Background: an optimization exercise with open tools, aiming at small area, a short achievable clock period and few clock cycles per item. Do not read the settings as production practice. The RTL of this run was laid out without a check of its function.

[run.sh]
#!/bin/bash
# synth_recipe.tcl (not shown) runs the flow's synth.tcl, then flattens the netlist and writes it again
# the make line also repeats each setting of config.mk as NAME=value (left out here)
make -C /OpenROAD-flow-scripts/flow DESIGN_CONFIG=/design/flow/config.mk WORK_HOME=/design/flow/orfs CLKGATE_MAP_FILE= SYNTH_SCRIPT=/design/flow/synth_recipe.tcl finish
[config.mk]
export PLATFORM = sky130hd
export DESIGN_NAME = rfser_chframe
export DESIGN_NICKNAME = rfser_chframe
export VERILOG_FILES = /design/flow/design.v
export SDC_FILE = /design/flow/constraint.sdc
export NUM_CORES = 4
export LEC_CHECK = 0
export CAP_MARGIN = 20
export CORE_MARGIN = 2
export CORE_UTILIZATION = 40
export PLACE_DENSITY = 0.6
export SLEW_MARGIN = 20
[constraint.sdc]
create_clock -name core_clock -period 33.0 [get_ports {clk}]
set_input_delay 6.6000 -clock core_clock [delete_from_list [all_inputs] [get_ports {clk}]]
set_output_delay 6.6000 -clock core_clock [all_outputs]
set_load 0.01 [all_outputs]
[design.v]
module rfser_chframe (
    input  wire        clk,
    input  wire        rst,           
    input  wire        start,
    output wire        ready,
    input  wire [4:0]  chan_count,    
    input  wire [4:0]  chan_start,    
    input  wire [1:0]  fs_mode,       
    input  wire        rangecheck,
    input  wire        ctr_load,
    input  wire [15:0] ctr_value,
    output reg  [4:0]  tab_addr,
    input  wire [15:0] ch_out,
    input  wire [15:0] ch_center,
    input  wire [15:0] fs_val,
    output reg         out_valid,
    input  wire        out_ready,
    output reg  [7:0]  out_byte,
    output reg         out_last
);
    localparam [7:0]  SYNC          = 8'h7E;
    localparam [7:0]  TC_MODULE     = 8'h01;
    localparam [7:0]  TID_CHANNELS  = 8'h03;
    localparam [15:0] CTR_RELOAD    = 16'd1000;
    localparam [1:0]  FS_NOTSET     = 2'd0;
    localparam [1:0]  FS_HOLD       = 2'd1;
    localparam [1:0]  FS_CUSTOM     = 2'd2;
    localparam [1:0]  FS_NOPULSES   = 2'd3;
    localparam signed [15:0] FS_CH_HOLD    = 16'sd2000;
    localparam signed [15:0] FS_CH_NOPULSE = 16'sd2001;
    localparam signed [19:0] GLOBAL_CENTER = 20'sd1500;
    localparam [3:0] S_IDLE = 4'd0,
                     S_SYNC = 4'd1,
                     S_LEN  = 4'd2,
                     S_TC   = 4'd3,
                     S_TID  = 4'd4,
                     S_F0   = 4'd5,
                     S_F1   = 4'd6,
                     S_RDA  = 4'd7,
                     S_RDB  = 4'd8,
                     S_T0   = 4'd9,
                     S_T1   = 4'd10,
                     S_T2   = 4'd11,
                     S_CHI  = 4'd12,
                     S_CLO  = 4'd13;
    reg [3:0]  state;
    reg [15:0] counter;
    reg [15:0] crc;
    reg        due;
    reg [3:0]  pairs_left;    
    reg [11:0] plow, phi;
    wire [1:0] groups = (chan_count <= 5'd8)  ? 2'd1 :
                        (chan_count <= 5'd16) ? 2'd2 : 2'd3;
    wire [7:0] body_len = 8'd4 + 8'd12 * {6'd0, groups};
    wire signed [15:0] live_raw = ch_out;
    wire signed [15:0] fs_raw   = fs_val;
    wire signed [15:0] center   = ch_center;
    wire signed [15:0] raw      = (due && fs_mode == FS_CUSTOM) ? fs_raw : live_raw;
    wire signed [19:0] recentred = raw + 20'sd2 * (center - GLOBAL_CENTER);
    wire signed [31:0] scaled   = (recentred * 32'sd512) / 32'sd682 + 32'sd1024;
    wire [11:0] rescaled = (scaled < 32'sd1)    ? 12'd1 :
                           (scaled > 32'sd2046) ? 12'd2046 : scaled[11:0];
    reg [11:0] chval;
    always @(*) begin
        if (due && fs_mode == FS_HOLD)
            chval = 12'd2047;
        else if (due && fs_mode == FS_NOPULSES)
            chval = 12'd0;
        else if (due && fs_mode == FS_CUSTOM && fs_raw == FS_CH_HOLD)
            chval = 12'd2047;
        else if (due && fs_mode == FS_CUSTOM && fs_raw == FS_CH_NOPULSE)
            chval = 12'd0;
        else
            chval = rescaled;
    end
    always @(*) begin
        out_valid = 1'b1;
        out_last  = 1'b0;
        case (state)
            S_SYNC:  out_byte = SYNC;
            S_LEN:   out_byte = body_len;
            S_TC:    out_byte = TC_MODULE;
            S_TID:   out_byte = TID_CHANNELS;
            S_F0:    out_byte = {rangecheck, due, 6'd0};
            S_F1:    out_byte = 8'h00;
            S_T0:    out_byte = plow[7:0];
            S_T1:    out_byte = {phi[3:0], plow[11:8]};
            S_T2:    out_byte = phi[11:4];
            S_CHI:   out_byte = crc[15:8];
            S_CLO: begin
                out_byte = crc[7:0];
                out_last = 1'b1;
            end
            default: begin
                out_byte  = 8'h00;
                out_valid = 1'b0;
            end
        endcase
    end
    assign ready = (state == S_IDLE);
    wire fire = out_valid && out_ready;
    wire summed = (state == S_TC) || (state == S_TID) || (state == S_F0) ||
                  (state == S_F1) || (state == S_T0)  || (state == S_T1) ||
                  (state == S_T2);
    always @(posedge clk) begin
        if (rst) begin
            state      <= S_IDLE;
            counter    <= 16'd0;
            crc        <= 16'hFFFF;
            due        <= 1'b0;
            pairs_left <= 4'd0;
            tab_addr   <= 5'd0;
            plow       <= 12'd0;
            phi        <= 12'd0;
        end else begin
            if (fire && summed)
                crc <= crc - {8'd0, out_byte};
            case (state)
                S_IDLE: begin
                    if (start) begin
                        due        <= (fs_mode != FS_NOTSET) && (counter == 16'd0);
                        counter    <= (counter == 16'd0) ? CTR_RELOAD : counter - 16'd1;
                        crc        <= 16'hFFFF;
                        pairs_left <= 4'd4 * {2'd0, groups};
                        tab_addr   <= chan_start;
                        state      <= S_SYNC;
                    end else if (ctr_load) begin
                        counter <= ctr_value;
                    end
                end
                S_SYNC: if (fire) state <= S_LEN;
                S_LEN:  if (fire) state <= S_TC;
                S_TC:   if (fire) state <= S_TID;
                S_TID:  if (fire) state <= S_F0;
                S_F0:   if (fire) state <= S_F1;
                S_F1:   if (fire) state <= S_RDA;
                S_RDA: begin
                    plow     <= chval;
                    tab_addr <= tab_addr + 5'd1;
                    state    <= S_RDB;
                end
                S_RDB: begin
                    phi        <= chval;
                    tab_addr   <= tab_addr + 5'd1;
                    pairs_left <= pairs_left - 4'd1;
                    state      <= S_T0;
                end
                S_T0:   if (fire) state <= S_T1;
                S_T1:   if (fire) state <= S_T2;
                S_T2:   if (fire) state <= (pairs_left == 4'd0) ? S_CHI : S_RDA;
                S_CHI:  if (fire) state <= S_CLO;
                S_CLO:  if (fire) state <= S_IDLE;
                default: state <= S_IDLE;
            endcase
        end
    end
endmodule
==> load_flow_metrics.sql <==
INSERT INTO impl_metrics (metric_group, metric, value, unit) VALUES
('synthesis', 'postSynthNetCount', '2416', ''),
('setup_path', 'critical_path.most_common_cell', 'sky130_fd_sc_hd__buf_4', ''),
('place', 'placed_cells', '2850', ''),
('synthesis', 'synthesis.area_per_instance', '6.94', 'um^2'),
('timing', 'setup_viol', '0', ''),
('cts', 'cts-buffers-inserted', '9', ''),
('final_layout', 'finish.cell_count_without_fillers', '2888', ''),
('global_route', 'global_route_wire_length_before_repair', '83500', 'um'),
('cts', 'path_clk_slew', '0.06', 'ns'),
('setup_path', 'worstPathRequired', '33.27', 'ns'),
('timing', 'final-max-slew-violation-count', '0', ''),
('route', 'remaining_drc_errors', '0', ''),
('min_path', 'min_to', 'phi[4]', ''),
('synthesis', 'yosys_warnings', '1', ''),
('setup_path', 'r2r_slack', '7.98', 'ns'),
('min_path', 'worstHoldPathType', 'flop to flop', ''),
('synthesis', 'post-synth-top-count-cell', 'sky130_fd_sc_hd__nand2_1', ''),
('min_path', 'holdCritStartpoint', 'phi[4]', ''),
('route', 'finalWirelength', '51200', 'um'),
('final_layout', 'antenna_cells', '0', ''),
('floorplan', 'fp.coreArea', '38900', 'um^2'),
('cts', 'clock_tree.htree_level_count', '3', ''),
('setup_path', 'reg2reg_end', 'phi[11]', ''),
('cts', 'clock_tree_from_tritoncts', 'yes', ''),
('setup_path', 'worstPathMaxFanout', '18', ''),
('floorplan', 'initial_utilization', '40.7', '%'),
('route', 'iteration_0_drc_markers', '1589', ''),
('global_route', 'vias_in_the_first_global_route', '16700', ''),
('global_route', 'grt.total_usage', '23.6', '%'),
('global_route', 'grt_max_degree', '39', ''),
('place', 'place.port_buffers', '97', ''),
('timing', 'worstMarginPinSlew', '1.00', 'ns'),
('cts', 'worstSkewPairLatency', '0.34', 'ns'),
('synthesis', 'ys_ff_latch', '70', ''),
('timing', 'final_min_period_over_clock_period', '95.3', '%'),
('min_path', 'hold_path_depth', '2', ''),
('synthesis', 'synth_top_area_cell', 'sky130_fd_sc_hd__dfxtp_1', ''),
('synthesis', 'ys_top_cells_by_area', 'sky130_fd_sc_hd__dfxtp_1 (8.8%), sky130_fd_sc_hd__a21oi_1 (5.9%), sky130_fd_sc_hd__xnor2_1 (5.7%)', ''),
('floorplan', 'dieArea', '41200', 'um^2'),
('final_layout', 'finish.net_count', '2496', ''),
('floorplan', 'die_w', '203', 'um'),
('synthesis', 'synth_commonest_cells', 'sky130_fd_sc_hd__nand2_1 (222), sky130_fd_sc_hd__nor2_1 (204), sky130_fd_sc_hd__a21oi_1 (187), sky130_fd_sc_hd__o21ai_0 (132), sky130_fd_sc_hd__xnor2_1 (104)', ''),
('synthesis', 'synth.cell_area', '15900', 'um^2'),
('global_route', 'grt-ovfl-total', '0', ''),
('synthesis', 'synth.lib_cells_used.distinct', '139', ''),
('cts', 'clock_sinks', '70', ''),
('synthesis', 'synth_edf_count', '0', ''),
('timing', 'maxClockFrequency', '31.8', 'MHz'),
('timing', 'fin_crit', '31.44', 'ns'),
('setup_path', 'critical_setup_path_kind', 'input port to flop', ''),
('timing', 'timing_hold_violations_final', '0', ''),
('run_status', 'status', 'finished clean', ''),
('setup_path', 'timing.critical_path.from_type', 'input port', ''),
('synthesis', 'synthFlopType', 'sky130_fd_sc_hd__dfxtp_1', ''),
('route', 'detail_route.wl_per_cell', '17.7', 'um'),
('job', 'drv_cap', '0', ''),
('place', 'gp_congestion', '0.947', ''),
('synthesis', 'seq_area_frac_synth', '8.84', '%'),
('floorplan', 'fp.dieH', '203', 'um'),
('synthesis', 'synth-async-reset-ratio', '0', '%'),
('global_route', 'grt_antenna_before_repair', '0', ''),
('route', 'remaining_antenna_violation_count', '0', ''),
('cts', 'max-clock-path-buffers', '2', ''),
('synthesis', 'syn_inst', '2285', ''),
('place', 'hpwl', '40000', 'um'),
('setup_path', 'timing.critical_path.to_type', 'flop', '');
worst max-delay path, delay by kind of cell:
| family | cells | cell delay, ns |
|---|---|---|
| simple gates | 22 | 5.01 |
| xor+xnor | 3 | 0.61 |
| buf+inv | 14 | 2.85 |
| fa+ha+maj | 7 | 2.00 |
| mux | 5 | 1.58 |
| compound gates | 48 | 12.99 |
final cells by class:
cell class                      instances  share of cell area, %
Sequential cell                        70                   7.71
Clock buffer                           10                   1.31
Inverter                               77                   1.59
Multi-Input combinational cell       2035                   76.6
Clock inverter                          6                  0.729
Timing Repair Buffer                  172                   8.50
Tap cell                              518                   3.56
through the flow:
stage / setup WS, ns / area, um^2 / utilization, % / setup TNS [ns]
global route: -0.137 / 18200 / 46.7 / -0.391
finish: 1.56 / 18200 / 46.7 / 0
CTS: 0.240 / 17800 / 45.7 / 0
detailed placement: -0.0464 / 17400 / 44.8 / -0.0866
floorplan: 3.52 / 15900 / - / 0
global placement: 0.684 / 17400 / 44.8 / 0
state kept, by name, indices dropped and copies added (netlist names):
signal,count
counter,16
crc,16
due,1
pairs_left,4
phi,12
plow,12
state,4
tab_addr,5
routing by layer:
metal  track usage [%]  wire length (um)
met1              32.5             24000
met3              1.96              2790
met5                 0                 0
met2              39.7             23500
met4              5.79               944
layout by cell type, fill, tap and decap left out, drive strengths merged, types with 31 or more instances in the layout:
cell type      instances
and2                  49
nand4                 36
xnor2                105
a211oi                38
mux2                  35
clkdlybuf4s50         97
a31oi                 41
xor2                  33
mux2i                 39
buf                   75
dfxtp                 70
nor3                  79
nor4                  37
a21oi                196
o211ai                39
nand2                225
o21ai                194
ha                    47
nor2                 207
inv                   75
o31ai                 31
nand3                 76
a21o                  36
logic make-up after synthesis:
logic type	count (synthesis)	synth area share (%)
AOI/OAI and AO/OA	894	40.9
buffers and inverters	180	4.73
and+or+nand+nor	872	28.0
DFF	70	8.84
xor gates and xnor gates	140	8.07
adders and majority gates	54	4.28
muxes	75	5.24
worst max path at each step:
stage | from | endpoint | slack, ns | cells after the start
CTS | fs_mode[0] | plow[11] | 0.24 | 103
global placement | fs_mode[0] | plow[11] | 0.68 | 94
global route | fs_mode[0] | plow[11] | -0.14 | 107
floorplan | fs_mode[0] | plow[9] | 3.52 | 108
detailed placement | fs_mode[0] | plow[11] | -0.05 | 97
finish | fs_mode[0] | phi[11] | 1.56 | 99
what timing repair did:
| action | CTS | global route |
|---|---|---|
| buffers inserted | 0 | 21 |
| gates resized for setup | 0 | 42 |
| setup endpoints to repair | 0 | 24 |
| hold buffers | 0 | 0 |

-- port drivers added, routing unchanged --
No port has a modelled driver above. Below, the same layout with a new extraction and two added sets of constraints. Step 1 assumes that a clkbuf_16 drives the clock port and a buf_2 every other input. Step 2 also shifts input and output timing later by t, the mid clock arrival at the registers, as if the neighbouring blocks saw the same clock. Slacks: no drivers / after step 1 / after step 2; pairs: no drivers / after step 1.
shift t [ns]: 0.371
setup slack, ns: 1.556 / 1.544 / 1.173
slew at the worst register clock pin (ns): 0.06 / 0.06
worst slew at a driven data input, ns: 0.05
cell pins on the clock port's net: 1
After both steps this run still meets setup and hold. For this run, drivers alone change the setup slack by -0.012 ns; drivers and shift together by -0.383 ns.
